This design comes from an exercise in tuning for a short achievable clock period and few clock cycles on the open sky130 flow, not from production work. At most, simulation tests tie the RTL to the original design; equivalence was not proved. Power is estimated from default activity; no workload was simulated.

==> cedar: inputs <==
// ict_seq
module ict_seq (
    input  wire        clk,
    input  wire        rst,
    input  wire        cmd_valid,
    output wire        cmd_ready,
    input  wire [2:0]  cmd_op,
    input  wire [23:0] cmd_addr,
    input  wire [15:0] cmd_len,
    input  wire [3:0]  cmd_step,
    input  wire        cmd_wide,
    input  wire        cmd_big,
    input  wire [31:0] cmd_seed,
    input  wire [15:0] cmd_mask,
    input  wire [31:0] cmd_crc,
    output wire        bus_req_valid,
    input  wire        bus_req_ready,
    output wire        bus_req_we,
    output wire [23:0] bus_req_addr,
    output wire [15:0] bus_req_wdata,
    output wire        bus_req_wide,
    input  wire        bus_rsp_valid,
    input  wire [15:0] bus_rsp_rdata,
    output reg         res_valid,
    output reg  [1:0]  res_code,
    output reg  [31:0] res_value,
    output reg  [23:0] res_addr,
    output reg  [15:0] res_exp,
    output reg  [15:0] res_act,
    output reg  [1:0]  res_pass
);
export LEC_CHECK = 0
export ABC_CLOCK_PERIOD_IN_PS = 2500
export CAP_MARGIN = 20
export CORE_MARGIN = 2
export CORE_UTILIZATION = 40
export PLACE_DENSITY = 0.6
export SLEW_MARGIN = 20
create_clock -name core_clock -period 10.0 [get_ports {clk}]
standard.sh (not shown) runs the stock make flow with config.mk's settings and CLKGATE_MAP_FILE= SYNTH_SCRIPT=/design/flow/synth_recipe.tcl, a recipe that flattens the netlist after the stock synthesis.
==> flow/flow/run.sh <==
#!/bin/bash
# The standard layout (the standard.sh: standard synthesis, floorplan,
# placement, CTS, routing) with a larger setup margin for ORFS's timing
# repair, so that repair keeps improving paths well past the 10 ns the
# constraints ask for. The SDC, clock period and everything else are the standard flow's.
set -euo pipefail
bash standard.sh SETUP_SLACK_MARGIN=7 finish > standard_make.log 2>&1
==> inputs of pepper, as changes to cedar <==
--- a/flow/design.v
+++ b/flow/design.v
@@ -123,69 +123,63 @@
             x = c ^ {24'd0, b};
             for (k = 0; k < 8; k = k + 1)
                 x = x[0] ? ((x >> 1) ^ 32'hEDB88320) : (x >> 1);
             crc_byte = x;
         end
     endfunction
     reg         cmd_rdy;
     reg         busy;
+    reg  [2:0]  op;
     reg  [23:0] start;
     reg  [15:0] len;
     reg         wide;
     reg         big;
     reg  [31:0] seed;
     reg  [31:0] crc_exp;
     reg  [4:0]  stride;
     reg  [15:0] wm;         
     reg  [15:0] cm;         
     reg  [15:0] fillv;      
-    reg         is_crc, is_chk, is_march, is_addr, is_fill, is_op7, n0, n1;
     assign cmd_ready    = cmd_rdy;
     assign bus_req_wide = wide;
     wire accept = cmd_valid & cmd_rdy;
-    wire fast_op = (cmd_op == OP_ROMCRC) || (cmd_op == OP_ROMCHK) || (cmd_op == OP_ROMRAW) ||
-                   (cmd_op == OP_RAMREAD) || (cmd_op == OP_RAMFILL);
     always @(posedge clk) begin
-        if (rst)
-            wide <= 1'b0;
-        else if (~busy)
-            wide <= cmd_wide;
-        if (~busy) begin
-            is_crc   <= (cmd_op == OP_ROMCRC) || (cmd_op == OP_ROMCHK);
-            is_chk   <= (cmd_op == OP_ROMCHK);
-            is_march <= (cmd_op == OP_RAMMARCH);
-            is_addr  <= (cmd_op == OP_RAMADDR);
-            is_fill  <= (cmd_op == OP_RAMFILL);
-            is_op7   <= (cmd_op == 3'd7);
-            n0       <= (cmd_len == 16'd0);
-            n1       <= (cmd_len == 16'd1);
+        if (cmd_rdy) begin
+            op      <= cmd_op;
             start   <= cmd_addr;
             len     <= cmd_len;
+            wide    <= cmd_wide;
             big     <= cmd_big;
             seed    <= cmd_seed;
             crc_exp <= cmd_crc;
             stride  <= cmd_wide ? {cmd_step, 1'b0} : {1'b0, cmd_step};
             wm      <= cmd_wide ? 16'hFFFF : 16'h00FF;
             cm      <= cmd_mask & (cmd_wide ? 16'hFFFF : 16'h00FF);
             fillv   <= cmd_seed[15:0] & (cmd_wide ? 16'hFFFF : 16'h00FF);
         end
     end
+    wire is_crc   = (op == OP_ROMCRC) || (op == OP_ROMCHK);
+    wire is_march = (op == OP_RAMMARCH);
+    wire is_addr  = (op == OP_RAMADDR);
     wire is_cmp   = is_march || is_addr;
     wire chk_rd   = is_crc || is_cmp;       
+    wire        n0  = (len == 16'd0);
+    wire        n1  = (len == 16'd1);
     wire [15:0] nm1 = len - 16'd1;
     wire [15:0] hm_w;       
     genvar gi;
     generate
         for (gi = 0; gi < 16; gi = gi + 1) begin : g_hm
             assign hm_w[gi] = |(nm1 >> gi);
         end
     endgenerate
     reg         gpend;      
     reg  [1:0]  icnt;       
+    reg         n1_q;
     reg  [15:0] hm;
     reg  [23:0] sps;        
     reg         g_valid;
     reg         g_done;     
     reg         g_we;
     reg  [23:0] g_addr;
     reg         g_bar;      
     reg         g_inv;      
@@ -214,17 +208,17 @@
     always @(posedge clk) begin
         if (r_init) begin
             i_out <= r_sum;
             i_b   <= r_s2;
             i_a   <= r_s1i;
         end
     end
     wire [15:0] pat  = (r_out[31:16] ^ {16{g_inv}}) & wm;
-    wire [15:0] g_wd = is_march ? pat : is_fill ? fillv : (g_wm ? cm : 16'd0);
+    wire [15:0] g_wd = is_march ? pat : (op == OP_RAMFILL) ? fillv : (g_wm ? cm : 16'd0);
     wire [15:0] g_ex = is_march ? (pat & cm) : (g_em ? cm : 16'd0);
     wire [1:0]  g_ps = is_march ? (g_inv ? 2'd2 : 2'd1) : 2'd0;
     wire q_last = ~q_h[0];
     wire j_last = ~j_h[0];
     wire g_last = is_addr ? (asub == A_CLRJ && j_last)
                           : (lh && (!is_march || half == 2'd3));
     reg         ov, o_we;
     reg  [23:0] o_addr;
@@ -243,57 +237,57 @@
     reg  [FAW:0]   cnt;             
     reg  [FAW:0]   disc;            
     reg  [4:0]  unchk;              
     reg         killed;             
     reg         mm_q;               
     reg         rv_q;
     reg  [15:0] rd_q;
     reg  [31:0] crc;
-    reg  [23:0] st_addr;            
-    reg  [15:0] st_exp, st_act;
-    reg  [1:0]  st_pass;
+    reg  [23:0] st_addr, m_addr;
+    reg  [15:0] st_exp, st_act, m_exp, m_act;
+    reg  [1:0]  st_pass, m_pass;
     wire g_blk = mm_q | killed | (g_bar & (unchk != 5'd0)) | (~g_we & cnt[FAW]);
     wire xfer  = g_valid & ~sv & ~g_blk;
     wire push  = xfer & ~g_we;
     wire o_ld  = ~ov | bus_req_ready;
-    wire gstart = busy & gpend & ~n0 &
-                  ((is_march & (icnt == 2'd3)) | (is_addr & (icnt != 2'd0)));
+    wire gstart = busy & gpend & ~(op == 3'd7 || n0) &
+                  (is_march ? (icnt == 2'd3) : is_addr ? (icnt != 2'd0) : 1'b1);
     always @(posedge clk) begin
-        if (rst)
-            {o_we, o_addr, o_wd} <= 41'd0;
-        else if (o_ld)
-            {o_we, o_addr, o_wd} <= sv ? {s_we, s_addr, s_wd} : {g_we, g_addr, g_wd};
+        if (o_ld) begin
+            o_we   <= sv ? s_we   : g_we;
+            o_addr <= sv ? s_addr : g_addr;
+            o_wd   <= sv ? s_wd   : g_wd;
+        end
         if (~sv) begin
             s_we   <= g_we;
             s_addr <= g_addr;
             s_wd   <= g_wd;
         end
         if (rst) begin
             ov <= 1'b0;
             sv <= 1'b0;
         end else begin
             if (o_ld) ov <= sv | xfer;
             sv <= sv ? ~o_ld : (xfer & ~o_ld);
         end
     end
     always @(posedge clk) begin
-        if (~busy) begin
-            g_addr <= cmd_addr;
-            g_we   <= (cmd_op == OP_RAMFILL) || (cmd_op == OP_RAMMARCH) || (cmd_op == OP_RAMADDR);
+        if (gstart) begin
+            g_addr <= start;
+            g_we   <= (op == OP_RAMFILL) || is_march || is_addr;
             g_bar  <= 1'b0;
             g_inv  <= 1'b0;
             g_wm   <= 1'b0;
             g_em   <= 1'b0;
-            rem    <= cmd_len;
-            lh     <= (cmd_len == 16'd1);
+            rem    <= len;
+            lh     <= n1;
             half   <= 2'd0;
             asub   <= A_CLR;
             q_t    <= 5'd0;
-        end else if (gstart) begin
             qn_off <= {19'd0, stride};
             qn_addr <= sps;
             q_h    <= hm;
         end else if (xfer && !g_last) begin
             g_bar <= 1'b0;
             if (is_addr) begin
                 case (asub)
                 A_CLR: begin
@@ -357,35 +351,35 @@
                 lh     <= (rem == 16'd2);
                 r_out  <= r_sum;
                 r_b    <= r_s2;
                 r_a    <= lcg3_s1(r_out);
             end else begin
                 half   <= half + 2'd1;
                 g_addr <= start;
                 rem    <= len;
-                lh     <= n1;
+                lh     <= n1_q;
                 g_we   <= half[0];
                 g_bar  <= (half == 2'd1);
                 g_inv  <= (half != 2'd0);
                 r_out  <= i_out;
                 r_b    <= i_b;
                 r_a    <= i_a;
             end
         end
         if (r_init) begin
             r_out <= r_sum;
             r_b   <= r_s2;
             r_a   <= r_s1i;
         end
         if (rst) begin
             g_valid <= 1'b0;
             g_done  <= 1'b0;
-        end else if (~busy) begin
-            g_valid <= accept & fast_op & (cmd_len != 16'd0);
+        end else if (cmd_rdy) begin
+            g_valid <= 1'b0;
             g_done  <= 1'b0;
         end else if (gstart) begin
             g_valid <= 1'b1;
         end else if (mm_q) begin
             g_valid <= 1'b0;
         end else if (xfer && g_last) begin
             g_valid <= 1'b0;
             g_done  <= 1'b1;
@@ -396,54 +390,68 @@
     wire        disc_nz = |disc;
     wire        proc    = pop & ~disc_nz & ~killed & ~mm_q;
     wire [15:0] actm    = rd_q & cm;
     wire        mis     = (actm != head[39:24]);
     wire [15:0] rd_w  = rd_q & wm;
     wire [31:0] crc_1 = crc_byte(crc, wide ? (big ? rd_w[15:8] : rd_w[7:0]) : rd_w[7:0]);
     wire [31:0] crc_2 = crc_byte(crc_1, big ? rd_w[7:0] : rd_w[15:8]);
     wire all_acc  = g_done & ~sv & o_ld;
-    wire fin_ok   = busy & all_acc & (unchk == 5'd0) & ~mm_q & ~killed;
+    wire fin_ok   = busy & ~gpend & all_acc & (unchk == 5'd0) & ~mm_q & ~killed;
     wire fin_kill = busy & (killed | mm_q) & ~sv & o_ld;
-    wire fin_imm  = busy & gpend & (is_op7 | n0);
+    wire fin_imm  = busy & gpend & (op == 3'd7 || n0);
     wire fin      = fin_ok | fin_kill | fin_imm;
     wire crc_bad  = (~crc != crc_exp);
     always @(posedge clk) begin
         rv_q <= ~rst & bus_rsp_valid;
         rd_q <= bus_rsp_rdata;
         if (push) fq[wp] <= {g_ps, g_ex, g_addr};
-        if (proc) begin
-            st_addr <= head[23:0];
-            st_exp  <= head[39:24];
-            st_act  <= actm;
-            st_pass <= head[41:40];
+        st_addr <= head[23:0];
+        st_exp  <= head[39:24];
+        st_act  <= actm;
+        st_pass <= head[41:40];
+        if (mm_q & ~killed) begin
+            m_addr <= st_addr;
+            m_exp  <= st_exp;
+            m_act  <= st_act;
+            m_pass <= st_pass;
         end
-        if (~busy)
+        if (cmd_rdy)
             crc <= 32'hFFFFFFFF;
         else if (proc & is_crc)
             crc <= wide ? crc_2 : crc_1;
+        n1_q <= n1;
         hm   <= hm_w;
         sps  <= start + {19'd0, stride};
-        if (is_op7)
-            res_code <= RC_UNIMPL;
-        else if (killed | mm_q | (is_chk & crc_bad))
-            res_code <= RC_MISMATCH;
-        else
-            res_code <= RC_SUCCESS;
-        res_value <= is_crc ? ~crc : 32'd0;
-        if (killed | mm_q) begin
-            res_addr <= st_addr;
-            res_exp  <= st_exp;
-            res_act  <= st_act;
-            res_pass <= st_pass;
-        end else begin
-            res_addr <= (is_chk & crc_bad) ? start : 24'd0;
-            res_exp  <= 16'd0;
-            res_act  <= 16'd0;
-            res_pass <= 2'd0;
+        if (busy) begin
+            if (op == 3'd7)
+                res_code <= RC_UNIMPL;
+            else if (killed | mm_q)
+                res_code <= RC_MISMATCH;
+            else if (op == OP_ROMCHK && crc_bad)
+                res_code <= RC_MISMATCH;
+            else
+                res_code <= RC_SUCCESS;
+            res_value <= is_crc ? ~crc : 32'd0;
+            if (killed) begin
+                res_addr <= m_addr;
+                res_exp  <= m_exp;
+                res_act  <= m_act;
+                res_pass <= m_pass;
+            end else if (mm_q) begin
+                res_addr <= st_addr;
+                res_exp  <= st_exp;
+                res_act  <= st_act;
+                res_pass <= st_pass;
+            end else begin
+                res_addr <= (op == OP_ROMCHK && crc_bad) ? start : 24'd0;
+                res_exp  <= 16'd0;
+                res_act  <= 16'd0;
+                res_pass <= 2'd0;
+            end
         end
         if (rst) begin
             cmd_rdy   <= 1'b1;
             busy      <= 1'b0;
             gpend     <= 1'b0;
             icnt      <= 2'd0;
             res_valid <= 1'b0;
             wp        <= {FAW{1'b0}};
@@ -457,34 +465,34 @@
             res_valid <= fin;
             if (accept) begin
                 cmd_rdy <= 1'b0;
                 busy    <= 1'b1;
             end else if (fin) begin
                 cmd_rdy <= 1'b1;
                 busy    <= 1'b0;
             end
-            if (~busy) begin
+            if (cmd_rdy) begin
                 gpend <= 1'b1;
                 icnt  <= 2'd0;
             end else begin
                 if (gstart | fin_imm) gpend <= 1'b0;
                 if (icnt != 2'd3) icnt <= icnt + 2'd1;
             end
             if (push) wp <= wp + 1'b1;
             if (pop)  rp <= rp + 1'b1;
             cnt <= cnt + push - pop;
             if (fin)
                 disc <= cnt - pop;
             else if (pop & disc_nz)
                 disc <= disc - 1'b1;
-            if (~busy)
+            if (cmd_rdy)
                 unchk <= 5'd0;
             else
                 unchk <= unchk + {4'd0, push & chk_rd} - {4'd0, proc & chk_rd};
             mm_q <= proc & is_cmp & mis;
-            if (~busy)
+            if (cmd_rdy)
                 killed <= 1'b0;
             else if (mm_q)
                 killed <= 1'b1;
         end
     end
 endmodule
==> qor summary <==
| item | cedar | pepper |
|---|---|---|
| Outcome | timing/DRC/antenna clean | timing/DRC/antenna clean |
| Buffers inserted during post-CTS setup optimization | 353 | 328 |
| Worst Setup Slack post-DPL | 5.61 ns | 5.74 ns |
| Antenna diode instance count | 2 | 7 |
| Multi-input combinational cell count | 3639 | 3553 |
| RR Startpoint | r_b[2]$_DFFE_PP_ | start[2]$_DFFE_PP_ |
| Worst setup path start | r_b[2]$_DFFE_PP_ | o_wd[11]$_DFFE_PN_ |
| Worst-Margin Slew | 1.11 ns | 1.11 ns |
| Slowest cell on the critical path | sky130_fd_sc_hd__or4_4 | sky130_fd_sc_hd__edfxtp_1 |
| Global-route wire length before repair | 300000 microns | 310000 microns |
| Worst max-slew margin expressed relative to the limit | 25.6% | 25.5% |
| Number of instances on the worst hold path | 1 | 0 |
| Initial core utilization | 40.3% | 40.4% |
| Number of placed instances, taps included | 7968 | 7979 |
| Sequential group power | 6510 uW | 6440 uW |
| Achievable Freq | 0.289 GHz | 0.281 GHz |
| Adder-cell share of the synthesized area | 17.8% | 17.5% |
| Arrival time of data at the critical path endpoint | 4.01 ns | 1.55 ns |
| Post-Route M1 WL | 90200 microns | 93100 microns |
| Combinational Power | 6260 uW | 5140 uW |
| Number of global-route vias before repair | 45.6k | 46.3k |
| Syn avg cell area | 12.5 sq um | 12.7 sq um |
Testbench counts of cedar, summed over its fixed seeds: cycles 220,563.
No functional check of the RTL was part of pepper.

[port drivers added, routing unchanged]
No port has a modelled driver above. Below, the same layouts with a new extraction and two added sets of constraints.
Step 1, drivers: a clkbuf_16 drives clk and a buf_2 each remaining input, both assumed.
Step 2, shift: input delay + t, output delay - t, t = (earliest + latest rising clock arrival at the registers) / 2. This alone moves slack from input paths to output paths.
a / b / c = ideal / step 1 / step 2; a / b = the first two.
run	t, ns	setup slack, ns	hold WS [ns]	clock arrival spread, ns	worst slew at a driven data input, ns
cedar	0.861	6.541 / 6.494 / 6.243	0.439 / 0.439 / 0.439	0.061 / 0.061	0.18
pepper	0.853	6.446 / 6.364 / 6.304	0.428 / 0.428 / 0.428	0.067 / 0.067	0.15
After both steps every run listed still meets setup and hold. For cedar, which loses most, drivers alone change the setup slack by -0.047 ns; drivers and shift together by -0.298 ns.
